Context: an optimization exercise on an open-source flow, tuned for small area. The choices shown serve that exercise and are no tape-out recipe.
The RTL was checked by simulation tests, not by an equivalence proof against the original design.
Power is estimated from default activity; no workload was simulated.

<file path="flow/config.mk">
export PLATFORM = sky130hd
export DESIGN_NAME = ulpdac_rb
export DESIGN_NICKNAME = ulpdac_rb
export VERILOG_FILES = /design/flow/design.v
export SDC_FILE = /design/flow/constraint.sdc
export NUM_CORES = 4
export LEC_CHECK = 0
export CAP_MARGIN = 20
export CORE_MARGIN = 2
export CORE_UTILIZATION = 40
export GPL_TIMING_DRIVEN = 0
export PLACE_DENSITY = 0.6
export SLEW_MARGIN = 20
</file>
<file path="flow/constraint.sdc">
create_clock -name core_clock -period 12.0 [get_ports {clk}]
set_input_delay 2.4000 -clock core_clock [delete_from_list [all_inputs] [get_ports {clk}]]
set_output_delay 2.4000 -clock core_clock [all_outputs]
set_load 0.01 [all_outputs]
</file>
<file path="flow/design.v">
module ulpdac_rb (
    input  wire        clk,
    input  wire        rst,
    input  wire        h_valid,
    input  wire [2:0]  h_op,
    input  wire [15:0] h_addr,
    input  wire [31:0] h_wdata,
    output reg         h_rvalid,
    output reg  [31:0] h_rdata,
    output reg         im_re,
    output reg  [10:0] im_addr,
    input  wire [31:0] im_rdata,
    output reg         hm_re,
    output reg         hm_we,
    output reg  [10:0] hm_addr,
    output reg  [31:0] hm_wdata,
    input  wire [31:0] hm_rdata,
    output reg  [7:0]  dac_out,
    output reg         dac_strobe
);
    reg  [15:0] x0, x1, x2, x3;
    reg  [15:0] pc;
    reg         run;
    reg  [2:0]  cause;
    reg  [16:0] cnt;           
    reg         ldm;           
    reg  [1:0]  ldrd;          
    reg  [7:0]  hcell;          
    reg         stp;           
    reg  [6:0]  wcur;
    reg         herr;
    reg  [7:0]  rsp_lo;
    reg         rsp_mem, rsp_hi, rsp_len;
    function [15:0] add16;
        input [15:0] a, b;
        reg c;
        integer i;
        begin
            c = 1'b0;
            for (i = 0; i < 16; i = i + 1) begin
                add16[i] = a[i] ^ b[i] ^ c;
                c = (a[i] & b[i]) | (c & (a[i] ^ b[i]));
            end
        end
    endfunction
    function ge16;
        input [15:0] a, b;
        reg c;
        integer i;
        begin
            c = 1'b1;
            for (i = 0; i < 16; i = i + 1)
                c = (a[i] & ~b[i]) | (c & ~(a[i] ^ b[i]));
            ge16 = c;
        end
    endfunction
    function [16:0] inc17;
        input [16:0] a;
        reg c;
        integer i;
        begin
            c = 1'b1;
            for (i = 0; i < 17; i = i + 1) begin
                inc17[i] = a[i] ^ c;
                c = c & a[i];
            end
        end
    endfunction
    wire [31:0] w = im_rdata;
    wire hi1 = &cnt[16:3];
    wire hi0 = ~|cnt[16:3];
    wire c0  = hi1 & (cnt[2:0] == 3'd3);     
    wire c1  = hi1 & (cnt[2:0] == 3'd4);     
    wire c3  = hi1 & (cnt[2:0] == 3'd6);     
    wire c5  = hi0 & (cnt[2:0] == 3'd0);     
    wire c7  = hi0 & (cnt[2:0] == 3'd2);     
    wire c11 = hi0 & (cnt[2:0] == 3'd6);     
    wire cdl = cnt == {1'b0, w[15:0]};       
    wire z15_8  = ~|w[15:8];
    wire z19_16 = ~|w[19:16];
    wire is_wout  = (w[31:24] == 8'h10) & (w[23:20] == 4'h0) & z19_16 & z15_8;
    wire is_delay = (w[31:24] == 8'h20) & (w[23:16] == 8'h00);
    wire ldst_f   = (w[19:16] == 4'h0) & (w[15:11] == 5'h0);
    wire is_st    = (w[31:24] == 8'h30) & ldst_f;
    wire is_ld    = (w[31:24] == 8'h40) & ldst_f;
    wire is_movi  = (w[31:24] == 8'h50) & (w[21:16] == 6'h0);
    wire is_addi  = (w[31:24] == 8'h51) & z19_16;
    wire is_andi  = (w[31:24] == 8'h52) & z19_16;
    wire is_lshi  = (w[31:24] == 8'h53) & z19_16;
    wire is_rshi  = (w[31:24] == 8'h54) & z19_16;
    wire is_rshr  = (w[31:24] == 8'h64) & (w[17:0] == 18'h0);
    wire is_jmp   = (w[31:24] == 8'h70) & (w[23:11] == 13'h0);
    wire is_jmpr  = (w[31:24] == 8'h80) & (w[23:22] == 2'h0) & (w[19:0] == 20'h0);
    wire is_bgei  = (w[31:28] == 4'h9) & (w[25:23] == 3'h0);
    wire is_alu   = is_movi | is_addi | is_andi | is_lshi | is_rshi | is_rshr;
    wire is_br    = is_jmp | is_jmpr | is_bgei;
    wire legal    = is_wout | is_delay | is_st | is_ld | is_alu | is_br;
    function [15:0] xsel;
        input [1:0] i;
        input [15:0] a, b, c, d;
        begin
            case (i)
                2'd0: xsel = a;
                2'd1: xsel = b;
                2'd2: xsel = c;
                default: xsel = d;
            endcase
        end
    endfunction
    wire [1:0]  pidx = stp ? w[23:22] : ((w[31] & w[28]) ? w[27:26] : w[21:20]);
    wire        vz   = ldm | (~w[31] & w[30] & w[28] & (w[29] | (w[27:24] == 4'd0)));
    wire [15:0] vs   = vz ? 16'd0 : xsel(pidx, x0, x1, x2, x3);
    wire h0 = |x0[15:8], h1 = |x1[15:8], h2 = |x2[15:8], h3 = |x3[15:8];
    wire g16_0 = h0 | (|x0[7:4]);
    wire g16_1 = h1 | (|x1[7:4]);
    wire g16_2 = h2 | (|x2[7:4]);
    wire g16_3 = h3 | (|x3[7:4]);
    wire g200_0 = h0 | (x0[7] & x0[6] & (|x0[5:3]));
    wire g200_1 = h1 | (x1[7] & x1[6] & (|x1[5:3]));
    wire g200_2 = h2 | (x2[7] & x2[6] & (|x2[5:3]));
    wire g200_3 = h3 | (x3[7] & x3[6] & (|x3[5:3]));
    reg rd_g200, rt_g16;
    reg [3:0] rt_lo;
    always @(*) begin
        case (w[23:22])
            2'd0: rd_g200 = g200_0;
            2'd1: rd_g200 = g200_1;
            2'd2: rd_g200 = g200_2;
            default: rd_g200 = g200_3;
        endcase
        case (w[19:18])
            2'd0: begin rt_g16 = g16_0; rt_lo = x0[3:0]; end
            2'd1: begin rt_g16 = g16_1; rt_lo = x1[3:0]; end
            2'd2: begin rt_g16 = g16_2; rt_lo = x2[3:0]; end
            default: begin rt_g16 = g16_3; rt_lo = x3[3:0]; end
        endcase
    end
    wire [15:0] sum = add16(vs, w[15:0]);
    wire        ea_ok = ~ge16(sum, 16'd677);
    wire        ea_cur = sum == 16'd64;
    wire        left = ~w[26];     
    wire [3:0]  sh_n = w[29] ? rt_lo : w[3:0];
    wire        sh_z = w[29] ? rt_g16 : (|w[15:4]);
    reg  [15:0] sh_in, sh_out;
    wire [15:0] sh_r = sh_in >> sh_n;
    integer k;
    always @(*) begin
        for (k = 0; k < 16; k = k + 1) begin
            sh_in[k]  = left ? vs[15-k] : vs[k];
            sh_out[k] = left ? sh_r[15-k] : sh_r[k];
        end
    end
    reg [15:0] wres;
    always @(*) begin
        if (ldm | is_movi | is_addi) wres = sum;
        else if (is_ld)            wres = {8'd0, hcell};
        else if (is_andi)          wres = vs & w[15:0];
        else if (sh_z)             wres = 16'd0;
        else                       wres = sh_out;
    end
    wire fetch_bad = ge16(pc, 16'd677);
    reg       fault;
    reg [2:0] fcause;
    always @(*) begin
        fault  = 1'b1;
        fcause = 3'd0;
        if (fetch_bad)                             fcause = 3'd2;
        else if (!legal)                           fcause = 3'd1;
        else if ((is_ld | is_st) && !ea_ok)        fcause = 3'd3;
        else if (is_st && !ea_cur)                 fcause = 3'd5;
        else if (is_st && rd_g200)                 fcause = 3'd4;
        else                                       fault  = 1'b0;
    end
    wire last = ldm ? c7 :
                is_delay ? cdl :
                is_wout ? c11 :
                (is_ld | is_st) ? c7 :
                is_alu ? c5 : c3;
    wire bge = ge16(vs, {4'd0, w[11:0]});
    wire [16:0] pc_inc17 = inc17({7'd0, pc[9:0]});
    wire [9:0] pc_inc = pc_inc17[9:0];
    reg [15:0] pc_next;
    always @(*) begin
        if (ldm)                   pc_next = {6'd0, pc_inc};
        else if (is_jmp | is_jmpr) pc_next = sum;
        else if (is_bgei & bge)    pc_next = {5'd0, w[22:12]};
        else                       pc_next = {6'd0, pc_inc};
    end
    wire ahz      = ~|h_addr[15:3];
    wire h_rreg   = h_valid && h_op == 3'd0;
    wire h_wreg   = h_valid && h_op == 3'd1;
    wire h_rmem   = h_valid && h_op == 3'd2;
    wire h_wmem   = h_valid && h_op == 3'd3;
    wire h_mlen   = h_valid && h_op == 3'd4;
    wire h_badop  = h_valid && h_op[2] && h_op[1:0] != 2'd0;
    wire [16:0] wc1 = inc17({10'd0, wcur});
    wire a_inrgn  = ~ge16(h_addr, 16'd677);
    wire a_cursor = h_addr == 16'd64;
    wire a_ring   = ge16(h_addr, 16'd65) & ~ge16(h_addr, 16'd165);
    wire dz       = ~|h_wdata[31:8];
    wire d_lt100  = dz && ~ge16({8'd0, h_wdata[7:0]}, 16'd100);
    wire d_lt200  = dz && ~ge16({8'd0, h_wdata[7:0]}, 16'd200);
    wire wr0      = h_wreg && ahz && h_addr[2:0] == 3'd0;
    wire start    = wr0 && h_wdata[0] && !run;
    wire stop     = wr0 && !h_wdata[0];
    wire push     = h_wreg && ahz && h_addr[2:0] == 3'd7;
    wire wr2      = h_wreg && ahz && h_addr[2:0] == 3'd2;
    wire wcur_wr  = wr2 && d_lt100;
    wire cell_wr  = h_wmem && a_cursor && !run && d_lt200;
    wire herr_clr = h_wreg && ahz && h_addr[2:0] == 3'd1 && h_wdata[2];
    wire refuse = h_badop
                | (h_rreg && !(ahz && h_addr[2:0] != 3'd7))
                | (h_wreg && !(ahz && (h_addr[2:0] <= 3'd2 || h_addr[2:0] == 3'd7)))
                | (wr2 && !d_lt100)
                | ((h_rmem | h_wmem) && !a_inrgn)
                | (h_wmem && !a_ring && run)
                | (h_wmem && a_cursor && !d_lt200);
    wire [15:0] cb16 = add16({8'd0, hcell}, 16'd28);
    wire [7:0] cb    = cb16[7:0];
    wire [7:0] rgray = cb ^ {1'b0, cb[7:1]};
    wire [15:0] fd16 = add16({9'd0, hcell[7:1]}, ~{9'd0, wcur}) ;
    wire [16:0] fd17b = inc17({1'b0, fd16});
    wire [15:0] fd16b = fd17b[15:0];
    wire [7:0] fdiff = fd16b[7:0];
    wire [15:0] fp100 = add16({9'd0, fdiff[6:0]}, 16'd100);
    wire [6:0] hfree = fdiff[7] ? fp100[6:0] : fdiff[6:0];
    wire cz = cause != 3'd0;
    reg [7:0] reg_lo;
    always @(*) begin
        case (h_addr[2:0])
            3'd0: reg_lo = {7'd0, run};
            3'd1: reg_lo = {1'b0, cause, 1'b0, herr, cz, run};
            3'd2: reg_lo = {1'b0, wcur};
            3'd3: reg_lo = hcell;
            3'd4: reg_lo = rgray;
            3'd5: reg_lo = {1'b0, wcur ^ {1'b0, wcur[6:1]}};
            default: reg_lo = {1'b0, hfree};
        endcase
    end
    always @(*) begin
        hm_re    = h_rmem && a_inrgn && !a_cursor;
        hm_we    = push || (h_wmem && a_inrgn && !a_cursor && (a_ring || !run));
        hm_addr  = push ? {3'd0, wc1[6], ~wc1[6], wc1[5:0]} : {1'b0, h_addr[9:0]};
        hm_wdata = {push ? 16'd0 : h_wdata[31:16], h_wdata[15:0]};
    end
    always @(posedge clk) begin
        if (rst) begin
            h_rvalid <= 1'b0;
        end else begin
            h_rvalid <= h_rreg | h_rmem | h_mlen;
        end
        rsp_mem <= hm_re;
        rsp_hi  <= h_rreg && ahz && h_addr[2:0] == 3'd1 && cz;
        rsp_len <= h_mlen;
        if (h_rreg && !refuse)       rsp_lo <= reg_lo;
        else if (h_rmem && a_cursor) rsp_lo <= hcell;
        else if (h_mlen)             rsp_lo <= 8'hA5;
        else                         rsp_lo <= 8'd0;
    end
    always @(*) begin
        h_rdata = {8'd0, rsp_hi ? pc : 16'd0, 8'd0} | {22'd0, rsp_len, 1'b0, rsp_lo};
        if (rsp_mem) h_rdata = hm_rdata;
    end
    always @(*) begin
        im_re   = run && ((c0 && !fetch_bad) || (c1 && !fault && is_ld && !ea_cur));
        im_addr = {1'b0, c0 ? pc[9:0] : sum[9:0]};
    end
    wire act    = run && !stop;
    wire do_flt = act && c1 && fault;
    wire do_end = act && last;
    always @(posedge clk) begin
        if (rst) begin
            run        <= 1'b0;
            pc         <= 16'd0;
            cause      <= 3'd0;
            cnt        <= 17'h1FFFB;
            hcell       <= 8'd0;
            stp        <= 1'b0;
            wcur       <= 7'd0;
            herr       <= 1'b0;
            dac_out    <= 8'h80;
            dac_strobe <= 1'b0;
        end else begin
            dac_strobe <= do_end && !ldm && is_wout;
            stp        <= do_end && !ldm && is_st;
            if (refuse)        herr <= 1'b1;
            else if (herr_clr) herr <= 1'b0;
            if (wcur_wr)       wcur <= h_wdata[6:0];
            if (push)          wcur <= (wcur == 7'd99) ? 7'd0 : wc1[6:0];
            if (cell_wr)       hcell <= h_wdata[7:0];
            if (stp)           hcell <= vs[7:0];
            if (start) begin
                run   <= 1'b1;
                pc    <= 16'd0;
                cause <= 3'd0;
            end else if (stop) begin
                run   <= 1'b0;
            end else if (do_flt) begin
                run   <= 1'b0;
                cause <= fcause;
            end
            if (stop || do_flt || do_end)
                cnt <= 17'h1FFFB;
            else if (run)
                cnt <= inc17(cnt);
            if (do_end) begin
                pc <= pc_next;
                if (!ldm && is_wout)
                    dac_out <= w[7:0];
            end
        end
    end
    always @(posedge clk) begin
        if (c0)
            ldm  <= 1'b0;
        if (c1) begin
            ldm  <= is_ld && !ea_cur;
            ldrd <= w[23:22];
        end
    end
    wire xwe = do_end && (ldm || is_alu || is_ld);
    always @(posedge clk) begin
        if (xwe) begin
            case (ldrd)
                2'd0: x0 <= wres;
                2'd1: x1 <= wres;
                2'd2: x2 <= wres;
                default: x3 <= wres;
            endcase
        end
    end
endmodule
</file>
<file path="flow/flow/run.sh">
#!/bin/bash
# The standard layout (standard.sh), with these changes:
#  - synthesis maps the logic with an area-oriented ABC script (flow/abc_area.script)
#    instead of ORFS's speed script, and leaves adders to ABC (no ADDER_MAP_FILE);
#    everything else in synthesis is the standard flow's own (synth_recipe.tcl, ORFS synth.tcl);
#  - no pass-through buffers in synthesis (the port buffers take their place);
#  - the port buffers that global placement inserts are sky130_fd_sc_hd__buf_1;
#  - CTS without dummy loads, with the clock buffers listed below.
# Each tool's output is in orfs/logs/; make's output in standard.log.
set -euo pipefail
HERE=$(pwd)
awk -v a="$HERE/flow/abc_area.script" '{print} /source .*synth_preamble.tcl/ {print "set abc_args [lreplace $abc_args 1 1 " a "]"}' \
    "$FLOW_HOME/scripts/synth.tcl" > my_synth.tcl
sed "s|source \$::env(SCRIPTS_DIR)/synth.tcl|source $HERE/my_synth.tcl|" synth_recipe.tcl > my_synth_recipe.tcl
grep -q "my_synth.tcl" my_synth_recipe.tcl
sed -e "s|SYNTH_SCRIPT=[^ ]*|SYNTH_SCRIPT=$HERE/my_synth_recipe.tcl ADDER_MAP_FILE= SYNTH_INSBUF=0|" standard.sh > my_standard.sh
grep -q "my_synth_recipe.tcl ADDER_MAP_FILE= " my_standard.sh
export BUFFER_PORTS_ARGS="-buffer_cell sky130_fd_sc_hd__buf_1"
export CTS_ARGS="-sink_clustering_enable -repair_clock_nets -dont_use_dummy_load -buf_list sky130_fd_sc_hd__clkbuf_8"
bash my_standard.sh > standard.log 2>&1
</file>
<file path="flow/flow/abc_area.script">
strash
dch -f
amap
strash
dch -f
amap
topo
</file>
<file path="flow/standard.sh">
#!/bin/bash
# synth_recipe.tcl (not shown) runs the flow's synth.tcl, then flattens the netlist and writes it again
# the make line also repeats each setting of config.mk as NAME=value (left out here)
make -C /OpenROAD-flow-scripts/flow DESIGN_CONFIG=/design/flow/config.mk WORK_HOME=/design/flow/orfs CLKGATE_MAP_FILE= SYNTH_SCRIPT=/design/flow/synth_recipe.tcl "${@:-finish}"
</file>
==> impl_results.md, run 1 <==
- Status: finished clean
- Largest area contributor in the synthesized netlist: edfxtp_1
- Initial antenna violation count: 0
- Seq cells post-synth: 142
- Ys flop type: dfxtp_1
- TritonCTS Buffers: 17
- Ratio of cells with drive above 1 in the final layout: 0.0557
- Post-synthesis mux area share: 0
- Worst-path fanout max: 5
- Fmax: 0.0876 GHz
- Clock power share: 0.268
- WL per Instance: 20.7 um
- Hold depth: 2
- Combinational family with the most area after synthesis: compound AO/OA/AOI/OAI gates
- Die area: 0.0260 sq mm
- Post-synthesis adder-cell area fraction: 0
- R2R setup slack: 2.73 ns
- Worst Tran Pin Value: 1.10 ns
- Most frequent cells in the layout: nor2_1 (218), buf_1 (211), clkinv_1 (158)
- Slew margin rel.: 0.262
- Slowest stage delay, CP: 0.94 ns
- Post-synthesis xor/xnor area fraction: 0
- Fraction of registers with async set/reset: 0
- Final Power: 1.09 mW
- Critical Path Sink Type: primary output
- Kind of critical path: primary input to primary output
- Worst Skew: 0.0363 ns
- P per Cell Area: 92.7 mW/mm^2
- Die Y: 161 um
- CTS tree: yes
- Cell count of the worst reg-to-reg path: 39
- Clock sink total: 142
- Maximum Capacitance Violations: 0
- Critical Path Source: im_rdata[31]
- Leak Pwr: 3.77 nW
- Largest net degree at the start of global routing: 37
- Peak supply drop: 44.7 uV
- Synth area leaders: edfxtp_1 (20%), dfxtp_1 (15%), nor2_1 (8.7%)
- Sequential-to-total area share from yosys stat: 0.356
- ANT cells: 0
- CP required: 9.60 ns
- Global-route wire length before repair: 59.7 mm
- FF-to-FF End: cnt[6]$_SDFFE_PP1P_
- Int Pwr: 0.722 mW
- Tightest Hold Check Type: flip-flop to flip-flop
- Logic pwr share: 0.265
- Number of flops mapped to enable cells by yosys: 67
- Longest Clk Path Bufs: 2
- Routed vias: 11900
- Htree depth: 4
- IO buf count: 214
- DRC violations left: 0
- Synth Area per Inst: 7.36 sq um
- Drt pass-1 iters: 7
- DRT iter0 DRCs: 1210
- Sw Share: 0.337
- Clock-pin slew on the worst setup and hold paths: 0.08 ns
- Vias in the first global route: 10300
- Final Setup Violations: 0
- Post-synth cell types: 50
- Compound-Gate Fraction of Synth Area: 0.349
- Area share of the largest cell type after synthesis: 0.204
- Commonest non-fill, non-tap cell in the layout: nor2_1
- Worst-Skew Late Latency: 0.47 ns
- Minimum clock period: 11.42 ns
- Simple-Gate Fraction of Synth Area: 0.232
- Post-Route WL: 39.8 mm
- Gr ovfl total: 0
- Slowest cell on the critical path: a221oi_1
- Post-DP HPWL: 31.6 mm
- Seq pwr share: 0.467
- Worst slack at placement: -1.28 ns
- Rows: 57
- Final hold violations: 0
- Die X: 161 um
- Final core utilization: 0.483
- Routed Antenna Nets: 0
- GRT Total Usage: 0.296
- Io pins: 217
- Final WS setup: 0.580 ns
- CTS root buffer: clkbuf_8
- Starting Density: 0.406
- Worst R2R Start: stp$_SDFF_PP0_
- Vias/cell: 6.21
- Setup_tns: 0 ns
- Post-Synthesis Cells: 1342
- Synth warn: 1
- Final cycle utilization of the critical path: 0.952
- Area growth, synth to finish: 18.9%
- Net Sw Power: 0.367 mW
- Final Max Tran Viols: 0
- Placer Congestion: 0.979
- Nets@finish: 1719
- Synthesized area: 0.00988 sq mm
- Core box area: 0.0243 sq mm
- CP Launch Type: primary input
- Crit path to: im_re
- Arrival time at the worst endpoint: 9.02 ns
[registers in the layout (all words and copies together), names as in the netlist, 8 cells and up]
| register | cells |
|---|---|
| rsp_lo | 8 |
| x1 | 16 |
| x0 | 16 |
| hcell | 8 |
| cnt | 17 |
| x2 | 16 |
| x3 | 16 |
| dac_out | 8 |
| pc | 16 |
[Yosys cell counts (all sizes together), types with 9 or more instances]
master	number
o221a	11
a221oi	23
dfxtp	75
nor2b	15
o221ai	16
a32o	15
clkinv	164
o21ai	129
or3	13
or2	17
a211oi	10
nand3	30
nand2	111
nor3	47
a222oi	13
nand4	10
edfxtp	67
nor2	228
a21oi	87
o22a	19
a31oi	9
a22oi	26
nor4	31
o22ai	97
[timing repair]
item | in CTS | in global routing
buffers inserted | 4 | 12
hold buffers | 0 | 0
pin swaps | 0 | 13
resized for setup | 20 | 30
endpoints found under the setup margin | 1 | 1
[layout make-up]
class	count	area, sq um
Buffer	2	7.51
Clock buffer	17	234
Fill cell	2507	12600
Inverter	164	626
Multi-Input combinational cell	1035	5940
Sequential cell	142	3510
Tap cell	324	405
Timing Repair Buffer	239	1020
[cells by family (layout without fill, tap and decap cells)]
family                 Yosys count  after routing
AND/OR/NAND/NOR                515            515
flip-flops                     142            142
other                            1              2
buffers and inverters          166            422
AO/OA/AOI/OAI                  518            518
[worst min-delay path by stage]
stage                                        from                      end  slack (ns)
after floorplan             cause[2]$_SDFFE_PP0P_    cause[2]$_SDFFE_PP0P_        0.43
after global placement    dac_out[7]$_SDFFE_PP1P_  dac_out[7]$_SDFFE_PP1P_        0.45
after detailed placement  dac_out[7]$_SDFFE_PP1P_  dac_out[7]$_SDFFE_PP1P_        0.47
after CTS                 dac_out[7]$_SDFFE_PP1P_  dac_out[7]$_SDFFE_PP1P_        0.49
after global routing        cause[2]$_SDFFE_PP0P_    cause[2]$_SDFFE_PP0P_        0.52
final                     dac_out[7]$_SDFFE_PP1P_  dac_out[7]$_SDFFE_PP1P_        0.49
[power by group through the flow]
stage	clock [mW]	sequential (mW)	combinational, mW
finish	0.292	0.509	0.288
global route	0.318	0.509	0.309
CTS	0.300	0.509	0.266
detailed placement	0	0.520	0.258
global placement	0	0.520	0.257
floorplan	0	0.520	0.151
[worst max-delay path, delay by kind of cell]
| kind | cells | cell delay (ns) |
|---|---|---|
| AO/OA/AOI/OAI | 14 | 3.25 |
| buffers and inverters | 6 | 0.98 |
| AND/OR/NAND/NOR | 14 | 2.38 |
[per-layer routing]
| metal | vias to the layer above | share of wire | track usage |
|---|---|---|---|
| li1 | 5659 | - | - |
| met1 | 5581 | 0.45 | 0.419 |
| met2 | 623 | 0.44 | 0.461 |
| met3 | 76 | 0.083 | 0.0560 |
| met4 | 0 | 0.025 | 0.0832 |
| met5 | - | 0 | 0 |
[through the flow]
stage | cells | hold WS, ns | instance area [sq um]
CTS | 1911 | 0.488 | 11600
finish | 1923 | 0.487 | 11700
global route | 1923 | 0.520 | 11700
floorplan | 1343 | 0.432 | 9890
detailed placement | 1890 | 0.469 | 11200
global placement | 1881 | 0.453 | 11100
==> run 2, diff against run 1 <==
==> flow/flow/abc_area.script (replaced) <==
strash
&get -n
&deepsyn -T 120
&put
dch -f
amap
strash
dch -f
amap
strash
dch -f
amap
strash
dch -f
amap
topo
==> run 2 against run 1 <==
Still clean. Clock power barely moved. Core utilization rose by 0.50 points. Worst hold slack got worse by 0.0068 ns. Power fell by 0.76%. Die area fell by 4.0%. Synthesized area fell by 4.1%. Non-clock buffer count fell by 7. Global-route usage rose by 2.5 points. First-iteration DRC count rose by 2.9%. Setup slack got worse by 0.19 ns. Critical path type unchanged. Largest cell class unchanged.
==> impl_results.md, run 2 <==
- Status: finished clean
- Io pins: 217
- Nets@finish: 1663
- Placer Congestion: 0.979
- Post-Synthesis Cells: 1293
- Clock sink total: 142
- Final Max Tran Viols: 0
- Minimum clock period: 11.61 ns
- Die X: 158 um
- Leak Pwr: 3.65 nW
- Seq cells post-synth: 142
- Clock-pin slew on the worst setup and hold paths: 0.06 ns
- Tightest Hold Check Type: flip-flop to flip-flop
- Arrival time at the worst endpoint: 9.21 ns
- Kind of critical path: primary input to primary output
- Critical Path Sink Type: primary output
- Slowest cell on the critical path: nor3_1
- Post-Route WL: 40.9 mm
- Drt pass-1 iters: 6
- Vias in the first global route: 10400
- IO buf count: 214
- Core box area: 0.0233 sq mm
- Area growth, synth to finish: 20.2%
- CP Launch Type: primary input
- Final core utilization: 0.488
- Biggest register: cnt
- Die area: 0.0249 sq mm
- Post-DP HPWL: 32.8 mm
- Global-route wire length before repair: 59.9 mm
- Vias/cell: 6.12
- Post-Place Cell Area: 0.0108 sq mm
- Starting Density: 0.406
- Longest Clk Path Bufs: 2
- Most Frequent Cell on Critical Path: nor2_1
- Worst-Skew Late Latency: 0.47 ns
- Post-synth top cells: nor2_1 (247), clkinv_1 (169), o21ai_0 (112)
- Largest net degree at the start of global routing: 26
- Synth area leaders: edfxtp_1 (21%), dfxtp_1 (16%), nor2_1 (9.8%)
- DRC violations left: 0
- CP required: 9.60 ns
- ANT cells: 0
- Htree depth: 4
- GRT Total Usage: 0.321
- Final Power: 1.08 mW
- Rows: 56
- Peak supply drop: 47.7 uV
- CTS tree: yes
- Synth Area per Inst: 7.33 sq um
- Initial antenna violation count: 0
- Largest area contributor in the synthesized netlist: edfxtp_1
- Area share of the largest cell type after synthesis: 0.212
- Die Y: 158 um
- Maximum Capacitance Violations: 0
- P per Cell Area: 94.9 mW/mm^2
- Sequential-to-total area share from yosys stat: 0.371
- Worst Tran Pin Value: 1.21 ns
- CTS root buffer: clkbuf_8
- Commonest non-fill, non-tap cell in the layout: nor2_1
- Ratio of cells with drive above 1 in the final layout: 0.0570
- Final cycle utilization of the critical path: 0.967
- Design Area, Final: 0.0114 sq mm
- Routed vias: 11400
- DRT iter0 DRCs: 1245
- Worst Skew: 0.0349 ns
- Most frequent cell after synthesis: nor2_1
- Synthesized area: 0.00947 sq mm
- Most frequent cells in the layout: nor2_1 (234), buf_1 (212), clkinv_1 (160)
- Number of flip-flops in the largest register: 17
- Slowest stage delay, CP: 0.90 ns
- Slew margin rel.: 0.189
- Worst-path fanout max: 7
- Routed Antenna Nets: 0
- WL per Instance: 21.9 um
- Gr ovfl total: 0
- Ys flop type: dfxtp_1
- Post-synth cell types: 50
- Number of flops mapped to enable cells by yosys: 67
- Final hold violations: 0
- TritonCTS Buffers: 17
- Fraction of registers with async set/reset: 0
- Setup_tns: 0 ns
- Synth warn: 1
- Fmax: 0.0862 GHz
- Final Setup Violations: 0
-- run 2: cell families (layout without fill, tap and decap cells) --
kind of cell / after synthesis / after routing / synth area share
buffers and inverters: 171 / 420 / 0.0678
and+or+nand+nor: 539 / 539 / 0.252
other: 1 / 2 / 0.000396
DFF: 142 / 142 / 0.371
AOI/OAI and AO/OA: 440 / 440 / 0.309
-- run 2: path summary, 6_finish.rpt --
kind,startpoint,to,slack (ns),cells past startpoint
max,im_rdata[28],im_re,0.39,40
min,cause[0]$_SDFFE_PP0P_,cause[0]$_SDFFE_PP0P_,0.48,2
max reg2reg,stp$_SDFF_PP0_,cnt[12]$_SDFFE_PP1P_,3.97,37
min reg2reg,cause[0]$_SDFFE_PP0P_,cause[0]$_SDFFE_PP0P_,0.48,2
-- run 2: timing repair --
action                     4_1_cts  5_1_grt
hold buffers                     0        0
buffers inserted                 4        7
gates resized for setup         40       33
pin swaps                        4        7
setup endpoints to repair       18        1
-- run 2: area by class of cell --
class,count,area [sq um]
Fill cell,2384,11900
Multi-Input combinational cell,981,5600
Sequential cell,142,3510
Timing Repair Buffer,232,990
Inverter,169,642
Tap cell,319,399
Clock buffer,17,234
Buffer,2,7.51
-- run 2: metrics by stage --
step	setup WS (ns)	cells	hold slack, ns
after floorplan	0.998	1294	0.432
after global placement	-2.66	1827	0.472
after detailed placement	-2.18	1834	0.476
after CTS	0.00676	1855	0.485
after global routing	-0.0107	1862	0.504
final	0.392	1862	0.481
-- run 2: layer usage --
layer	global-route usage	routed length (um)	up-vias
met5	0	0	-
met3	0.0632	3890	90
li1	-	-	5335
met4	0.143	1600	0
met1	0.419	16800	5270
met2	0.513	18500	702
-- run 2: worst max-delay path, delay by kind of cell --
family / cells / cell delay [ns]
compound gates: 14 / 2.11
simple gates: 19 / 3.39
buf+inv: 7 / 1.28
-- run 2: report_power, final --
group,switching [mW],internal [mW]
Combinational,0.200,0.0828
Clock,0.166,0.125
Sequential,0.000369,0.508
Total,0.366,0.715
==> run 3, diff against run 2 <==
--- a/flow/config.mk
+++ b/flow/config.mk
@@ -7,7 +7,7 @@
 export LEC_CHECK = 0
 export CAP_MARGIN = 20
 export CORE_MARGIN = 2
-export CORE_UTILIZATION = 40
+export CORE_UTILIZATION = 50
 export GPL_TIMING_DRIVEN = 0
-export PLACE_DENSITY = 0.6
+export PLACE_DENSITY = 0.7
 export SLEW_MARGIN = 20
==> run 3 against run 2 <==
Still clean on timing, DRC and antenna. Wire length fell by 5.7%. Global-route usage rose by 5.3 points. Synthesized cell count did not move. Register-to-register slack improved by 0.10 ns. Count of clock-buffer cells in the layout did not move.
==> impl_results.md, run 3 <==
- Worst-Skew Late Latency: 0.49 ns
- Placed insts: 1749
- Seq cells post-synth: 142
- Area growth, synth to finish: 18.4%
- Vias/cell: 6.45
- Area share of the largest cell type after synthesis: 0.212
- Tightest Hold Check Type: flip-flop to flip-flop
- Final Setup Violations: 0
- Final WS setup: 0.417 ns
- Rows: 50
- CP Launch Type: primary input
- CP required: 9.60 ns
- Final cycle utilization of the critical path: 0.965
- Largest net degree at the start of global routing: 26
- Placer Congestion: 1.01
- Worst Tran Pin Value: 1.25 ns
- Post-synth cell types: 50
- P per Cell Area: 96.2 mW/mm^2
- Synth Area per Inst: 7.33 sq um
- Longest Clk Path Bufs: 2
- Arrival time at the worst endpoint: 9.18 ns
- Drt pass-1 iters: 8
- Routed Antenna Nets: 0
- TritonCTS Buffers: 17
- Ys flop type: dfxtp_1
- Worst slack at placement: -1.77 ns
- Routed vias: 11500
- Vias in the first global route: 10100
- Footprint of the multi-input gates: 0.00557 sq mm
- Crit path buf inv count: 7
- CTS tree: yes
- Die X: 142 um
- Sequential cell area: 0.00351 sq mm
- Starting Density: 0.508
- Kind of critical path: primary input to primary output
- Setup_tns: 0 ns
- Commonest non-fill, non-tap cell in the layout: nor2_1
- Sequential-to-total area share from yosys stat: 0.371
- WL per Instance: 21.7 um
- Global-route wire length before repair: 57.5 mm
- Final hold violations: 0
- Most frequent cells in the layout: nor2_1 (235), buf_1 (212), clkinv_1 (161)
- Worst-path fanout max: 7
- Synth warn: 1
- Worst Skew: 0.0337 ns
- Clock sink total: 142
- Clock-pin slew on the worst setup and hold paths: 0.06 ns
- Biggest register: cnt
- Core box area: 0.0186 sq mm
- Largest area contributor in the synthesized netlist: edfxtp_1
- ANT cells: 0
- GRT Total Usage: 0.374
- Die area: 0.0201 sq mm
- Post-DP HPWL: 30.6 mm
- Most Frequent Cell on Critical Path: nand2_1
- Post-Synthesis Cells: 1293
- Ratio of cells with drive above 1 in the final layout: 0.0544
- Top delay family on crit path: simple AND/OR/NAND/NOR gates
- IO buf count: 214
- Slowest stage delay, CP: 0.41 ns
- Synth area leaders: edfxtp_1 (21%), dfxtp_1 (16%), nor2_1 (9.8%)
- Io pins: 217
- DRT iter0 DRCs: 1519
- Final core utilization: 0.602
- Post-Route WL: 38.5 mm
- Fill cells: 1787
- Fraction of registers with async set/reset: 0
- Synthesized area: 0.00947 sq mm
- Htree depth: 4
- Die Y: 142 um
- Number of flops mapped to enable cells by yosys: 67
- Status: finished clean
- Non-Filler Instances: 1777
- Slowest cell on the critical path: nor4_4
- Final Max Tran Viols: 0
- Peak supply drop: 70.5 uV
- Minimum clock period: 11.58 ns
- Fmax: 0.0863 GHz
- Cts hold-fix bufs: 0
- Slew margin rel.: 0.161
- Post-synth top cells: nor2_1 (247), clkinv_1 (169), o21ai_0 (112)
- Gr ovfl total: 0
- Nets@finish: 1663
- Critical Path Sink Type: primary output
- Initial antenna violation count: 1
- CTS root buffer: clkbuf_8
- Leak Pwr: 3.63 nW
- Number of flip-flops in the largest register: 17
- DRC violations left: 0
- Most frequent cell after synthesis: nor2_1
- Maximum Capacitance Violations: 0
- Final Power: 1.08 mW
run 3: cell types whose count changed in the layout (fill, tap and decap cells not counted), moves of 2 or more:
cell / before / now
clkinv_2: 4 / 2
o21ai_0: 98 / 100
buf_8: 3 / 0
buf_6: 3 / 5
o22ai_2: 5 / 7
run 3: cell families (layout without fill, tap and decap cells):
| family | after synthesis | in the layout | share of synthesized area |
|---|---|---|---|
| simple gates | 539 | 539 | 0.252 |
| buf+inv | 171 | 420 | 0.0678 |
| compound gates | 440 | 440 | 0.309 |
| other cells | 1 | 2 | 0.000396 |
| flops | 142 | 142 | 0.371 |
run 3: cell type report:
class	instances	area share
Multi-Input combinational cell	981	0.496
Inverter	169	0.0570
Buffer	2	0.000669
Sequential cell	142	0.313
Clock buffer	17	0.0209
Timing Repair Buffer	232	0.0858
Tap cell	234	0.0261
run 3: through the flow:
stage / hold WS, ns / instance area, sq um
after floorplan: 0.432 / 9480
after global placement: 0.470 / 10600
after detailed placement: 0.476 / 10700
after CTS: 0.487 / 11000
after global routing: 0.494 / 11200
final: 0.491 / 11200
run 3: layer usage:
layer,share of wire,GRT usage,up-vias,routed length [um]
met1,0.41,0.518,5239,16000
met3,0.11,0.0611,103,4230
met4,0.033,0.139,0,1280
li1,-,-,5343,-
met2,0.44,0.592,775,17000
met5,0,0,-,0
run 3: final timing paths:
path,depth (start not counted),endpoint,from,slack [ns]
worst max register to register,47,cnt[6]$_SDFFE_PP1P_,stp$_SDFF_PP0_,4.07
worst max-delay path,50,im_re,im_rdata[28],0.42
worst min register to register,2,dac_out[1]$_SDFFE_PP0P_,dac_out[1]$_SDFFE_PP0P_,0.49
worst min-delay path,2,dac_out[1]$_SDFFE_PP0P_,dac_out[1]$_SDFFE_PP0P_,0.49
run 3: repair_timing:
item / in CTS / in global routing
buffers inserted: 2 / 9
resized for setup: 32 / 37
endpoints found under the setup margin: 1 / 1
pin swaps: 1 / 9
run 3: power breakdown:
part	switching, mW	total, mW	internal [mW]
clock	0.174	0.299	0.125
sequential	0.000375	0.508	0.507
combinational	0.192	0.273	0.0803
total	0.367	1.08	0.713
run 3: tightest hold or removal path: cells and delay by family (launching register included):
kind / cells / cell delay (ns)
AND/OR/NAND/NOR: 1 / 0.07
flip-flops: 1 / 0.33
AO/OA/AOI/OAI: 1 / 0.06
==> run 4, diff against run 3 <==
--- a/flow/config.mk
+++ b/flow/config.mk
@@ -7,7 +7,7 @@
 export LEC_CHECK = 0
 export CAP_MARGIN = 20
 export CORE_MARGIN = 2
-export CORE_UTILIZATION = 50
+export CORE_UTILIZATION = 55
 export GPL_TIMING_DRIVEN = 0
-export PLACE_DENSITY = 0.7
+export PLACE_DENSITY = 0.75
 export SLEW_MARGIN = 20
==> run 4 against run 3 <==
Flip-flop and latch count unchanged. Count of clock-buffer cells in the layout is the same. Global-route usage is 4.4 points higher. First-iteration DRC count increased by 16%. Via count rose by 3.0%. Wire length grew 3.0%. Core utilization up 7.0 points. Synthesized cell count stayed put. Synthesized area is the same. Clock skew is 0.0054 ns higher. Clock power shrank 1%. Sequential share of layout area is essentially flat. Critical path type unchanged.
==> impl_results.md, run 4 <==
- Global-route wire length before repair: 58.2 mm
- TritonCTS Buffers: 17
- Most frequent cells in the layout: nor2_1 (233), buf_1 (212), clkinv_1 (162)
- Post-synth top cells: nor2_1 (247), clkinv_1 (169), o21ai_0 (112)
- Sequential-to-total area share from yosys stat: 0.371
- Nets@finish: 1661
- Tightest Hold Check Type: flip-flop to flip-flop
- Synthesized area: 0.00947 sq mm
- Design Area, Final: 0.0112 sq mm
- Final Max Tran Viols: 0
- Ratio of cells with drive above 1 in the final layout: 0.0578
- Routed vias: 11800
- Die X: 135 um
- Most frequent cell after synthesis: nor2_1
- Arrival time at the worst endpoint: 9.31 ns
- Final core utilization: 0.672
- Final WS setup: 0.288 ns
- Rows: 47
- Die area: 0.0183 sq mm
- Synth warn: 1
- Worst Skew: 0.0390 ns
- CTS tree: yes
- WL per Instance: 22.5 um
- Setup_tns: 0 ns
- Met1 Wirelength: 14.8 mm
- Ys flop type: dfxtp_1
- Largest net degree at the start of global routing: 26
- GRT Total Usage: 0.418
- ANT cells: 0
- Commonest non-fill, non-tap cell in the layout: nor2_1
- Kind of critical path: primary input to primary output
- Post-DP HPWL: 30.7 mm
- Fill cells: 1525
- Leak Pwr: 3.63 nW
- DRT iter0 DRCs: 1768
- Biggest register: cnt
- Met3 Wirelength: 5.03 mm
- Vias in the first global route: 10500
- Io pins: 217
- DRC violations left: 0
- Most Frequent Cell on Critical Path: nand2_1
- Synth area leaders: edfxtp_1 (21%), dfxtp_1 (16%), nor2_1 (9.8%)
- Slowest stage delay, CP: 0.46 ns
- Post-Place Cell Area: 0.0107 sq mm
- CTS root buffer: clkbuf_8
- Slew margin rel.: 0.150
- CP Launch Type: primary input
- Highest routed layer: met4
- Cts hold-fix bufs: 0
- Seq cells post-synth: 142
- P per Cell Area: 96.9 mW/mm^2
- Fraction of registers with async set/reset: 0
- Minimum clock period: 11.71 ns
- Post-Route WL: 39.7 mm
- Gr ovfl total: 0
- Worst slack at placement: -1.77 ns
- Final Setup Violations: 0
- Vias/cell: 6.70
- Peak supply drop: 69.4 uV
- Routed Antenna Nets: 0
- Number of flops mapped to enable cells by yosys: 67
- Slowest cell on the critical path: buf_1
- Htree depth: 4
- Area growth, synth to finish: 18.5%
- Worst-Skew Late Latency: 0.48 ns
- Final hold violations: 0
- Worst Tran Pin Value: 1.26 ns
- Area share of the largest cell type after synthesis: 0.212
- Starting Density: 0.567
- Final cycle utilization of the critical path: 0.976
- Die Y: 135 um
- Drt pass-1 iters: 8
- Status: finished clean
- Non-Filler Instances: 1761
- R2R setup slack: 4.49 ns
- Clock sink total: 142
- Post-synth cell types: 50
- Worst-path fanout max: 11
- Post-Synthesis Cells: 1293
- Placer Congestion: 1.02
- Fmax: 0.0854 GHz
- DR WL met2: 17.4 mm
- Maximum Capacitance Violations: 0
- Final Power: 1.09 mW
- Placed insts: 1735
- Core box area: 0.0167 sq mm
- Synth Area per Inst: 7.33 sq um
- Longest Clk Path Bufs: 2
- Clock-pin slew on the worst setup and hold paths: 0.07 ns
- Number of flip-flops in the largest register: 17
- IO buf count: 214
- Critical Path Sink Type: primary output
- Initial antenna violation count: 0
- Largest area contributor in the synthesized netlist: edfxtp_1
- CP required: 9.60 ns
- Hold slack: 0.471 ns
-- run 4: worst paths after layout --
path,from,end,cells past startpoint
setup / recovery,im_rdata[29],im_re,42
hold / removal,cause[0]$_SDFFE_PP0P_,cause[0]$_SDFFE_PP0P_,2
setup reg to reg,stp$_SDFF_PP0_,cnt[6]$_SDFFE_PP1P_,48
hold reg to reg,cause[0]$_SDFFE_PP0P_,cause[0]$_SDFFE_PP0P_,2
-- run 4: cell type report --
class	count	area (sq um)	area share
Multi-Input combinational cell	981	5610	0.500
Sequential cell	142	3510	0.313
Timing Repair Buffer	230	943	0.0841
Inverter	169	639	0.0570
Tap cell	220	275	0.0245
Clock buffer	17	234	0.0209
Buffer	2	7.51	0.000669
-- run 4: cell families after synthesis --
kind of cell | Yosys count | share of synthesized area
buf+inv | 171 | 0.0678
compound gates | 440 | 0.309
simple gates | 539 | 0.252
flops | 142 | 0.371
other cells | 1 | 0.000396
-- run 4: critical path: cells and delay by family --
family	cells	cell delay [ns]
AO/OA/AOI/OAI	16	2.68
AND/OR/NAND/NOR	19	2.50
buffers and inverters	7	1.71
-- run 4: timing repair --
item	4_1_cts	5_1_grt
pin swaps	1	10
hold endpoints to repair	0	0
gates resized for setup	31	46
setup buffers	0	9
setup endpoints to repair	1	1
-- run 4: metal layers --
layer	vias to the layer above	GRT usage
li1	5334	-
met1	5333	0.544
met2	934	0.657
met3	198	0.0932
met4	0	0.210
met5	-	0
-- run 4: where the power goes --
part | switching, mW | total, mW | internal [mW]
Clock | 0.171 | 0.295 | 0.125
Combinational | 0.202 | 0.284 | 0.0821
Sequential | 0.000296 | 0.508 | 0.507
==> run 5, diff against run 4 <==
--- a/flow/flow/run.sh
+++ b/flow/flow/run.sh
@@ -16,5 +16,5 @@
 sed -e "s|SYNTH_SCRIPT=[^ ]*|SYNTH_SCRIPT=$HERE/my_synth_recipe.tcl ADDER_MAP_FILE= SYNTH_INSBUF=0|" standard.sh > my_standard.sh
 grep -q "my_synth_recipe.tcl ADDER_MAP_FILE= " my_standard.sh
 export BUFFER_PORTS_ARGS="-buffer_cell sky130_fd_sc_hd__buf_1"
-export CTS_ARGS="-sink_clustering_enable -repair_clock_nets -dont_use_dummy_load -buf_list sky130_fd_sc_hd__clkbuf_8"
+export CTS_ARGS="-sink_clustering_enable -repair_clock_nets -dont_use_dummy_load -buf_list sky130_fd_sc_hd__clkbuf_8 -sink_clustering_size 20 -sink_clustering_max_diameter 200"
 bash my_standard.sh > standard.log 2>&1
==> flow/flow/abc_area.script (replaced) <==
strash
dch -f
amap
strash
dch -f
amap
topo
--- a/flow/config.mk
+++ b/flow/config.mk
@@ -7,7 +7,7 @@
 export LEC_CHECK = 0
 export CAP_MARGIN = 20
 export CORE_MARGIN = 2
-export CORE_UTILIZATION = 55
+export CORE_UTILIZATION = 40
 export GPL_TIMING_DRIVEN = 0
-export PLACE_DENSITY = 0.75
+export PLACE_DENSITY = 0.6
 export SLEW_MARGIN = 20
==> run 5 against run 4 <==
Largest cell class unchanged. Die area is 42% higher. Flip-flop and latch count stayed put. Sequential power barely moved. Global-route usage down 12 points. Core utilization fell by 19 points. Critical path type unchanged. Cell count increased by 9.2%. Via count grew 1.2%. Sequential share of layout area shrank 1.4 points. Combinational power is 1% higher. Highest routed layer unchanged. Synthesized area is 4.3% higher.
==> impl_results.md, run 5 <==
- Status: finished clean
- Synthesized area: 0.00988 sq mm
- Met3 Wirelength: 3.32 mm
- Nets@finish: 1719
- Commonest non-fill, non-tap cell in the layout: nor2_1
- Critical Path Sink Type: primary output
- Ratio of cells with drive above 1 in the final layout: 0.0557
- Global-route wire length before repair: 59.7 mm
- Worst Tran Pin Value: 1.10 ns
- Leak Pwr: 3.77 nW
- Final cycle utilization of the critical path: 0.952
- Slew margin rel.: 0.262
- Ys flop type: dfxtp_1
- Final Setup Violations: 0
- Core box area: 0.0243 sq mm
- Final hold violations: 0
- Arrival time at the worst endpoint: 9.02 ns
- Largest net degree at the start of global routing: 37
- Seq pwr share: 0.467
- Area share of the largest cell type after synthesis: 0.204
- Post-Route WL: 39.8 mm
- CP Launch Type: primary input
- Post-Synthesis Cells: 1342
- Die Y: 161 um
- Synth Area per Inst: 7.36 sq um
- Minimum clock period: 11.42 ns
- CTS root buffer: clkbuf_8
- Final WS setup: 0.580 ns
- Initial antenna violation count: 0
- Area growth, synth to finish: 18.9%
- Maximum Capacitance Violations: 0
- Synth area leaders: edfxtp_1 (20%), dfxtp_1 (15%), nor2_1 (8.7%)
- Post-synth cell types: 50
- Peak supply drop: 44.7 uV
- Int Pwr: 0.722 mW
- CP required: 9.60 ns
- Biggest register: cnt
- Io pins: 217
- Routed Antenna Nets: 0
- Fill cells: 2507
- Slowest cell on the critical path: a221oi_1
- Starting Density: 0.406
- Die X: 161 um
- Gr ovfl total: 0
- Seq cells post-synth: 142
- DRC violations left: 0
- Vias in the first global route: 10300
- Logic pwr share: 0.265
- Sequential-to-total area share from yosys stat: 0.356
- P per Cell Area: 92.7 mW/mm^2
- Clock sink total: 142
- Net Sw Power: 0.367 mW
- Worst Skew: 0.0363 ns
- Clock-pin slew on the worst setup and hold paths: 0.08 ns
- Post-DP HPWL: 31.6 mm
- Number of flops mapped to enable cells by yosys: 67
- Final core utilization: 0.483
- Fmax: 0.0876 GHz
- Drt pass-1 iters: 7
- Most frequent cell after synthesis: nor2_1
- Cts hold-fix bufs: 0
- Largest area contributor in the synthesized netlist: edfxtp_1
- Setup_tns: 0 ns
- Clock power share: 0.268
- CTS tree: yes
- Sw Share: 0.337
- Most frequent cells in the layout: nor2_1 (218), buf_1 (211), clkinv_1 (158)
- Non-Filler Instances: 1923
- Worst-path fanout max: 5
- IO buf count: 214
- Worst slack at placement: -1.28 ns
- ANT cells: 0
- Final Max Tran Viols: 0
- Number of flip-flops in the largest register: 17
- Post-Place Cell Area: 0.0112 sq mm
- Routed vias: 11900
- Die area: 0.0260 sq mm
- Slowest stage delay, CP: 0.94 ns
- DR WL met2: 17.6 mm
- Hold slack: 0.487 ns
- WL per Instance: 20.7 um
- Met1 Wirelength: 17.9 mm
- Post-synth top cells: nor2_1 (228), clkinv_1 (164), o21ai_0 (129)
- Synth warn: 1
- Rows: 57
- Design Area, Final: 0.0117 sq mm
- Worst-Skew Late Latency: 0.47 ns
- Vias/cell: 6.21
- Placed insts: 1890
- GRT Total Usage: 0.296
- Fraction of registers with async set/reset: 0
- Tightest Hold Check Type: flip-flop to flip-flop
- Highest routed layer: met4
- DRT iter0 DRCs: 1210
- Kind of critical path: primary input to primary output
- Htree depth: 4
- Final Power: 1.09 mW
- Longest Clk Path Bufs: 2
- Placer Congestion: 0.979
- TritonCTS Buffers: 17
## run 5: cell count changes after synthesis, sizes merged, moves of 9 or more
cell	before	now
a21oi	57	87
a222oi	3	13
a22o	18	8
a22oi	9	26
a32o	6	15
nand3	39	30
nor2	247	228
o21ai	112	129
o21bai	13	1
o221a	1	11
o22a	8	19
## run 5: per-layer routing
| layer | vias up | track usage |
|---|---|---|
| li1 | 5659 | - |
| met1 | 5581 | 0.419 |
| met2 | 623 | 0.461 |
| met3 | 76 | 0.0560 |
| met4 | 0 | 0.0832 |
| met5 | - | 0 |
## run 5: layout make-up
class / count / area [sq um] / share of cell area
tap: 324 / 405 / 0.0345
sequential: 142 / 3510 / 0.299
buffer: 2 / 7.51 / 0.000639
timing repair buffer: 239 / 1020 / 0.0868
multi-input combinational: 1035 / 5940 / 0.506
inverter: 164 / 626 / 0.0533
clock buffer: 17 / 234 / 0.0199
## run 5: repair_timing
| item | in CTS | in global routing |
|---|---|---|
| pin swaps | 0 | 13 |
| hold endpoints to repair | 0 | 0 |
| gates resized for setup | 20 | 30 |
| endpoints found under the setup margin | 1 | 1 |
| buffers inserted | 4 | 12 |
## run 5: critical path: cells and delay by family
family	cells	cell delay, ns
buffers and inverters	6	0.98
AOI/OAI and AO/OA	14	3.25
and+or+nand+nor	14	2.38
## run 5: cell families after synthesis
family,synth area share
AOI/OAI and AO/OA,0.349
buffers and inverters,0.0631
DFF,0.356
other,0.000379
and+or+nand+nor,0.232
## run 5: path summary, 6_finish.rpt
check                                from  cells after the start                      end  slack (ns)
setup / recovery             im_rdata[31]                     34                    im_re        0.58
setup reg to reg           stp$_SDFF_PP0_                     39      cnt[6]$_SDFFE_PP1P_        2.73
hold / removal    dac_out[7]$_SDFFE_PP1P_                      2  dac_out[7]$_SDFFE_PP1P_        0.49
hold reg to reg   dac_out[7]$_SDFFE_PP1P_                      2  dac_out[7]$_SDFFE_PP1P_        0.49
## run 5: power by group through the flow
stage	clock network (mW)	logic, mW	registers [mW]
after global placement	0	0.257	0.520
after CTS	0.300	0.266	0.509
final	0.292	0.288	0.509
after floorplan	0	0.151	0.520
after detailed placement	0	0.258	0.520
after global routing	0.318	0.309	0.509
==> run 6, diff against run 5 <==
--- a/flow/flow/run.sh
+++ b/flow/flow/run.sh
@@ -16,5 +16,5 @@
 sed -e "s|SYNTH_SCRIPT=[^ ]*|SYNTH_SCRIPT=$HERE/my_synth_recipe.tcl ADDER_MAP_FILE= SYNTH_INSBUF=0|" standard.sh > my_standard.sh
 grep -q "my_synth_recipe.tcl ADDER_MAP_FILE= " my_standard.sh
 export BUFFER_PORTS_ARGS="-buffer_cell sky130_fd_sc_hd__buf_1"
-export CTS_ARGS="-sink_clustering_enable -repair_clock_nets -dont_use_dummy_load -buf_list sky130_fd_sc_hd__clkbuf_8 -sink_clustering_size 20 -sink_clustering_max_diameter 200"
+export CTS_ARGS="-sink_clustering_enable -repair_clock_nets -dont_use_dummy_load -buf_list sky130_fd_sc_hd__clkbuf_16 -sink_clustering_size 40 -sink_clustering_max_diameter 300"
 bash my_standard.sh > standard.log 2>&1
==> run 6 against run 5 <==
Still clean. Wire length about the same. Non-clock buffer count rose by 2. Global-route usage about the same. Clock skew shrank 0.011 ns. Sequential share of layout area decreased by 0.50 points. Clock power up 47%. Via count down 1.1%. Worst hold slack got worse by 0.0042 ns. Critical path type unchanged. Largest power group unchanged. Highest routed layer unchanged.
==> impl_results.md, run 6 <==
- Worst slack at placement: -1.28 ns
- Number of flops mapped to enable cells by yosys: 67
- Setup_tns: 0 ns
- Non-Filler Instances: 1925
- Slowest stage delay, CP: 0.92 ns
- Clock sink total: 142
- Final core utilization: 0.491
- Tightest Hold Check Type: flip-flop to flip-flop
- Sequential-to-total area share from yosys stat: 0.356
- Global-route wire length before repair: 59.6 mm
- Post-Synthesis Cells: 1342
- Post-synth top cells: nor2_1 (228), clkinv_1 (164), o21ai_0 (129)
- WL per Instance: 20.7 um
- Area share of the largest cell type after synthesis: 0.204
- Worst-Skew Late Latency: 0.43 ns
- Routed Antenna Nets: 0
- R2R setup slack: 2.77 ns
- TritonCTS Buffers: 17
- Ratio of cells with drive above 1 in the final layout: 0.0556
- GRT Total Usage: 0.296
- Die X: 161 um
- Rows: 57
- Largest area contributor in the synthesized netlist: edfxtp_1
- Vias in the first global route: 10300
- Peak supply drop: 61.0 uV
- Final hold violations: 0
- Slew margin rel.: 0.276
- Worst Tran Pin Value: 1.08 ns
- Most frequent cell after synthesis: nor2_1
- Fraction of registers with async set/reset: 0
- ANT cells: 0
- DRC violations left: 0
- Nets@finish: 1721
- CP Launch Type: primary input
- Leak Pwr: 3.87 nW
- Final WS setup: 0.667 ns
- Cts hold-fix bufs: 0
- Io pins: 217
- Design Area, Final: 0.0119 sq mm
- Final Max Tran Viols: 0
- IO buf count: 214
- Kind of critical path: primary input to primary output
- Placed insts: 1890
- Biggest register: cnt
- Post-synth cell types: 50
- Placer Congestion: 0.979
- Clock-pin slew on the worst setup and hold paths: 0.06 ns
- CTS tree: yes
- Critical Path Sink Type: primary output
- Post-DP HPWL: 31.6 mm
- Die area: 0.0260 sq mm
- Status: finished clean
- Drt pass-1 iters: 5
- Post-Place Cell Area: 0.0112 sq mm
- Most Frequent Cell on Critical Path: nand2_1
- Hold slack: 0.483 ns
- Htree depth: 4
- Starting Density: 0.406
- Synth Area per Inst: 7.36 sq um
- Area growth, synth to finish: 20.9%
- P per Cell Area: 103 mW/mm^2
- Vias/cell: 6.13
- Synth area leaders: edfxtp_1 (20%), dfxtp_1 (15%), nor2_1 (8.7%)
- Gr ovfl total: 0
- Routed vias: 11800
- Number of flip-flops in the largest register: 17
- Final cycle utilization of the critical path: 0.944
- Longest Clk Path Bufs: 2
- Seq cells post-synth: 142
- Worst Skew: 0.0251 ns
- Final Power: 1.23 mW
- Minimum clock period: 11.33 ns
- Initial antenna violation count: 0
- Arrival time at the worst endpoint: 8.93 ns
- Final Setup Violations: 0
- Slowest cell on the critical path: a221oi_1
- Ys flop type: dfxtp_1
- CP required: 9.60 ns
- Worst-path fanout max: 7
- Fill cells: 2477
- Commonest non-fill, non-tap cell in the layout: nor2_1
- Largest net degree at the start of global routing: 37
- Fmax: 0.0882 GHz
- Synthesized area: 0.00988 sq mm
- Die Y: 161 um
- Core box area: 0.0243 sq mm
- CTS root buffer: clkbuf_16
- Synth warn: 1
- Maximum Capacitance Violations: 0
- DRT iter0 DRCs: 1376
- Post-Route WL: 39.8 mm
- Most frequent cells in the layout: nor2_1 (218), buf_1 (211), clkinv_1 (158)
## run 6: cell types whose count changed in the layout (fill, tap and decap cells not counted)
cell       delta
clkbuf_16    +17
o21ai_2       -1
nand2_1       +1
nand2_2       -1
buf_4         +2
clkbuf_8     -17
o21ai_1       +1
## run 6: final cells by class
class	count	area [sq um]	area share
plain buffers	2	7.51	0.000628
flip-flops and latches	142	3510	0.294
repair buffers	241	1030	0.0866
inverters	164	626	0.0524
multi-input cells	1035	5940	0.497
clock buffers	17	425	0.0356
well taps	324	405	0.0339
## run 6: path summary, 6_finish.rpt
check                                  to  depth (start not counted)                    start
hold reg to reg   dac_out[7]$_SDFFE_PP1P_                          2  dac_out[7]$_SDFFE_PP1P_
setup / recovery                    im_re                         39             im_rdata[31]
setup reg to reg     cnt[11]$_SDFFE_PP1P_                         43           stp$_SDFF_PP0_
hold / removal    dac_out[7]$_SDFFE_PP1P_                          2  dac_out[7]$_SDFFE_PP1P_
## run 6: repair_timing
action,in CTS,in global routing
gates resized for setup,20,28
pin swaps,0,12
hold endpoints to repair,0,0
buffers inserted,4,14
endpoints found under the setup margin,1,1
## run 6: routing by layer
layer,global-route usage,share of wire
met1,0.420,0.44
met2,0.463,0.44
met3,0.0503,0.088
met4,0.0869,0.026
met5,0,0
## run 6: logic make-up after synthesis
logic type             count (synthesis)  share of synthesized area
and+or+nand+nor                      515                      0.232
AOI/OAI and AO/OA                    518                      0.349
DFF                                  142                      0.356
other                                  1                   0.000379
buffers and inverters                166                     0.0631
## run 6: power breakdown
part / switching, mW / leakage, nW / internal (mW)
clock: 0.184 / 0.209 / 0.245
sequential: 0.000457 / 1.22 / 0.509
combinational: 0.198 / 2.43 / 0.0885
## run 6: worst max-delay path, delay by kind of cell
kind                   cells  cell delay (ns)
AO/OA/AOI/OAI             16             3.09
buffers and inverters      7             1.06
AND/OR/NAND/NOR           16             2.36
==> run 7, diff against run 6 <==
--- a/flow/design.v
+++ b/flow/design.v
@@ -16,7 +16,7 @@
     output reg  [31:0] hm_wdata,
     input  wire [31:0] hm_rdata,
     output reg  [7:0]  dac_out,
-    output reg         dac_strobe
+    output wire        dac_strobe
 );
     reg  [15:0] x0, x1, x2, x3;
     reg  [15:0] pc;
@@ -26,7 +26,7 @@
     reg         ldm;           
     reg  [1:0]  ldrd;          
     reg  [7:0]  hcell;          
-    reg         stp;           
+    reg         post;          
     reg  [6:0]  wcur;
     reg         herr;
     reg  [7:0]  rsp_lo;
@@ -107,7 +107,7 @@
             endcase
         end
     endfunction
-    wire [1:0]  pidx = stp ? w[23:22] : ((w[31] & w[28]) ? w[27:26] : w[21:20]);
+    wire [1:0]  pidx = post ? w[23:22] : ((w[31] & w[28]) ? w[27:26] : w[21:20]);
     wire        vz   = ldm | (~w[31] & w[30] & w[28] & (w[29] | (w[27:24] == 4'd0)));
     wire [15:0] vs   = vz ? 16'd0 : xsel(pidx, x0, x1, x2, x3);
     wire h0 = |x0[15:8], h1 = |x1[15:8], h2 = |x2[15:8], h3 = |x3[15:8];
@@ -265,6 +265,7 @@
         im_re   = run && ((c0 && !fetch_bad) || (c1 && !fault && is_ld && !ea_cur));
         im_addr = {1'b0, c0 ? pc[9:0] : sum[9:0]};
     end
+    assign dac_strobe = post && is_wout;
     wire act    = run && !stop;
     wire do_flt = act && c1 && fault;
     wire do_end = act && last;
@@ -275,20 +276,18 @@
             cause      <= 3'd0;
             cnt        <= 17'h1FFFB;
             hcell       <= 8'd0;
-            stp        <= 1'b0;
+            post       <= 1'b0;
             wcur       <= 7'd0;
             herr       <= 1'b0;
             dac_out    <= 8'h80;
-            dac_strobe <= 1'b0;
         end else begin
-            dac_strobe <= do_end && !ldm && is_wout;
-            stp        <= do_end && !ldm && is_st;
+            post       <= do_end && !ldm;
             if (refuse)        herr <= 1'b1;
             else if (herr_clr) herr <= 1'b0;
             if (wcur_wr)       wcur <= h_wdata[6:0];
             if (push)          wcur <= (wcur == 7'd99) ? 7'd0 : wc1[6:0];
             if (cell_wr)       hcell <= h_wdata[7:0];
-            if (stp)           hcell <= vs[7:0];
+            if (post && is_st) hcell <= vs[7:0];
             if (start) begin
                 run   <= 1'b1;
                 pc    <= 16'd0;
--- a/flow/flow/run.sh
+++ b/flow/flow/run.sh
@@ -16,5 +16,5 @@
 sed -e "s|SYNTH_SCRIPT=[^ ]*|SYNTH_SCRIPT=$HERE/my_synth_recipe.tcl ADDER_MAP_FILE= SYNTH_INSBUF=0|" standard.sh > my_standard.sh
 grep -q "my_synth_recipe.tcl ADDER_MAP_FILE= " my_standard.sh
 export BUFFER_PORTS_ARGS="-buffer_cell sky130_fd_sc_hd__buf_1"
-export CTS_ARGS="-sink_clustering_enable -repair_clock_nets -dont_use_dummy_load -buf_list sky130_fd_sc_hd__clkbuf_16 -sink_clustering_size 40 -sink_clustering_max_diameter 300"
+export CTS_ARGS="-sink_clustering_enable -repair_clock_nets -dont_use_dummy_load -buf_list sky130_fd_sc_hd__clkbuf_8"
 bash my_standard.sh > standard.log 2>&1
==> flow/flow/abc_area.script (replaced) <==
strash
&get -n
&deepsyn -T 120
&put
dch -f
amap
strash
dch -f
amap
strash
dch -f
amap
strash
dch -f
amap
topo
==> run 7 against run 6 <==
Wire length down 0.26%. Sequential power down 1%. Core utilization down 1.2 points. Critical path depth down 1. Power down 14%. Flip-flop and latch count down 1. Cell area down 6.6%. Synthesized cell count down 5.1%. Die area down 4.6%. Critical path type unchanged.
==> impl_results.md, run 7 <==
- Die X: 157 um
- CTS root buffer: clkbuf_8
- Post-synth top cells: nor2_1 (217), clkinv_1 (185), o21ai_0 (117)
- Rows: 56
- Final core utilization: 0.480
- Drt pass-1 iters: 6
- Biggest register: cnt
- Met1 Wirelength: 16.7 mm
- DR WL met2: 17.4 mm
- Worst-Skew Late Latency: 0.46 ns
- CP required: 9.60 ns
- Gr ovfl total: 0
- Top delay family on crit path: compound AO/OA/AOI/OAI gates
- Vias in the first global route: 9849
- Clock sink total: 141
- Worst slack at placement: -0.196 ns
- RSZ-0062 raised after global routing: no
- Routed vias: 11400
- Synthesized area: 0.00942 sq mm
- Most frequent cells in the layout: buf_1 (214), nor2_1 (209), clkinv_1 (181)
- Starting Density: 0.405
- Fmax: 0.0869 GHz
- DRC violations left: 0
- Status: finished clean
- Post-synth cell types: 52
- Most frequent cell after synthesis: nor2_1
- Post-Place Cell Area: 0.0108 sq mm
- Slew margin rel.: 0.212
- Largest net degree at the start of global routing: 26
- Slowest cell on the critical path: o21ai_0
- WL per Instance: 21.5 um
- Worst Tran Pin Value: 1.18 ns
- CP Launch Type: primary input
- Final WS setup: 0.496 ns
- Minimum clock period: 11.50 ns
- Seq cells post-synth: 141
- Nets@finish: 1644
- Critical Path Sink Type: primary output
- Post-Synthesis Cells: 1273
- Initial antenna violation count: 0
- P per Cell Area: 94.8 mW/mm^2
- Final Setup Violations: 0
- TritonCTS Buffers: 17
- Ratio of cells with drive above 1 in the final layout: 0.0446
- Tightest Hold Check Type: flip-flop to flip-flop
- Leak Pwr: 3.51 nW
- Sequential-to-total area share from yosys stat: 0.371
- Highest routed layer: met4
- Area growth, synth to finish: 18.5%
- DRT iter0 DRCs: 1348
- Post-Route WL: 39.7 mm
- Peak supply drop: 58.6 uV
- Cts hold-fix bufs: 0
- Maximum Capacitance Violations: 0
- Area share of the largest cell type after synthesis: 0.214
- Synth Area per Inst: 7.40 sq um
- CTS tree: yes
- Commonest non-fill, non-tap cell in the layout: buf_1
- Most Frequent Cell on Critical Path: o21ai_0
- Worst-path fanout max: 10
- Post-DP HPWL: 31.8 mm
- Die Y: 157 um
- Htree depth: 4
- Clock-pin slew on the worst setup and hold paths: 0.07 ns
- Worst Skew: 0.0373 ns
- Largest area contributor in the synthesized netlist: edfxtp_1
- Number of flip-flops in the largest register: 17
- Crit path buf inv count: 8
- Met3 Wirelength: 4.03 mm
- Longest Clk Path Bufs: 2
- Synth warn: 1
- Arrival time at the worst endpoint: 9.10 ns
- Kind of critical path: primary input to primary output
- R2R setup slack: 4.40 ns
- Number of flops mapped to enable cells by yosys: 67
- Placer Congestion: 0.997
- Design Area, Final: 0.0112 sq mm
- Final hold violations: 0
- Die area: 0.0248 sq mm
- Final Max Tran Viols: 0
- Synth area leaders: edfxtp_1 (21%), dfxtp_1 (16%), nor2_1 (8.6%)
- Global-route wire length before repair: 57.5 mm
- Final cycle utilization of the critical path: 0.959
- Slowest stage delay, CP: 0.79 ns
- Core box area: 0.0233 sq mm
- Routed Antenna Nets: 0
- Ys flop type: dfxtp_1
- IO buf count: 214
- GRT Total Usage: 0.308
- Fraction of registers with async set/reset: 0
- Io pins: 217
- Vias/cell: 6.21
-- run 7: cell types whose count changed in the layout (fill, tap and decap cells not counted), moves of 10 or more --
cell	previous run	this run
clkinv_1	158	181
a21oi_1	84	63
clkbuf_16	17	0
clkbuf_8	0	17
a22oi_1	26	10
o22ai_1	92	76
o221ai_1	16	29
o21ai_1	11	0
a32o_1	15	5
buf_4	22	12
-- run 7: what timing repair did --
action | 4_1_cts | 5_1_grt
buffers inserted | 2 | 6
gates resized for setup | 4 | 20
pin swaps | 0 | 3
endpoints found under the setup margin | 1 | 1
-- run 7: worst reg2reg max path: cells and delay by family, from the launching register on --
| family | cells | cell delay, ns |
|---|---|---|
| buf+inv | 7 | 1.12 |
| compound gates | 18 | 2.73 |
| simple gates | 21 | 3.22 |
| flops | 1 | 0.48 |
-- run 7: cell type report --
type                       instances  area [sq um]
antenna                            1          2.50
tap                              319           399
buffer                             2          7.51
clock buffer                      17           234
sequential                       141          3490
timing repair buffer             233           961
fill                            2450         12100
multi-input combinational        946          5370
inverter                         185           694
-- run 7: routing by layer --
metal / global-route usage / up-vias
met3: 0.0589 / 110
met1: 0.425 / 5328
met2: 0.478 / 712
met5: 0 / -
met4: 0.116 / 0
li1: - / 5294
-- run 7: cells by family (layout without fill, tap and decap cells) --
logic type	Yosys count	in the layout	synth area share
buffers and inverters	187	437	0.0745
flip-flops	141	141	0.371
other	1	3	0.000398
AND/OR/NAND/NOR	495	495	0.234
AO/OA/AOI/OAI	449	449	0.320
-- run 7: where the power goes --
| group | total [mW] | switching, mW | leakage, nW | internal, mW |
|---|---|---|---|---|
| clock network | 0.289 | 0.164 | 0.122 | 0.125 |
| registers | 0.503 | 0.000447 | 1.22 | 0.502 |
| logic | 0.266 | 0.189 | 2.17 | 0.0770 |
-- run 7: through the flow --
stage	hold WS, ns	TNS, ns	cells	total power [mW]
floorplan	0.447	0	1274	0.654
global placement	0.464	-1.23	1807	0.756
detailed placement	0.461	-0.196	1816	0.757
CTS	0.478	0	1835	1.04
global route	0.509	0	1843	1.09
finish	0.470	0	1844	1.06
-- run 7: worst paths after layout --
check	from	end	cells after the start
setup / recovery	im_rdata[28]	im_re	38
hold / removal	dac_out[6]$_SDFFE_PP0P_	dac_out[6]$_SDFFE_PP0P_	2
setup reg to reg	post$_SDFF_PP0_	cnt[2]$_SDFFE_PP0P_	46
hold reg to reg	dac_out[6]$_SDFFE_PP0P_	dac_out[6]$_SDFFE_PP0P_	2

## re-timing with driven ports
The results above use ideal ports. As a check the final layouts listed here were re-extracted and re-timed, cells and wires unchanged.
Step 1 sets driving cells, clkbuf_16 on the clock port and buf_2 on the other inputs (assumed; they add their load-dependent delay and slew).
Step 2 adds t to the input delays and takes it off the output delays; t is the mean of the earliest and latest rising clock arrival at the registers after step 1. Input paths then give back, and output paths get back, about the clock's delay inside the block.
Three values: ideal, step 1, step 2; two values: the first two.
run | shift t [ns] | slack for setup (ns) | worst setup path at the end | worst slew at a driven data input, ns
run 1 | 0.490 | 0.580 / 0.550 / 0.550 | input to output | 0.06
run 2 | 0.502 | 0.392 / 0.363 / 0.363 | input to output | 0.05
run 3 | 0.508 | 0.417 / 0.380 / 0.380 | input to output | 0.05
run 4 | 0.504 | 0.288 / 0.265 / 0.265 | input to output | 0.06
run 5 | 0.490 | 0.580 / 0.550 / 0.550 | input to output | 0.06
run 6 | 0.469 | 0.667 / 0.637 / 0.637 | input to output | 0.06
run 7 | 0.487 | 0.496 / 0.474 / 0.474 | input to output | 0.06
After both steps setup and hold are still met in every run listed. The setup slack of run 3, which loses most, moves by -0.037 ns with the drivers and by -0.037 ns with both steps.
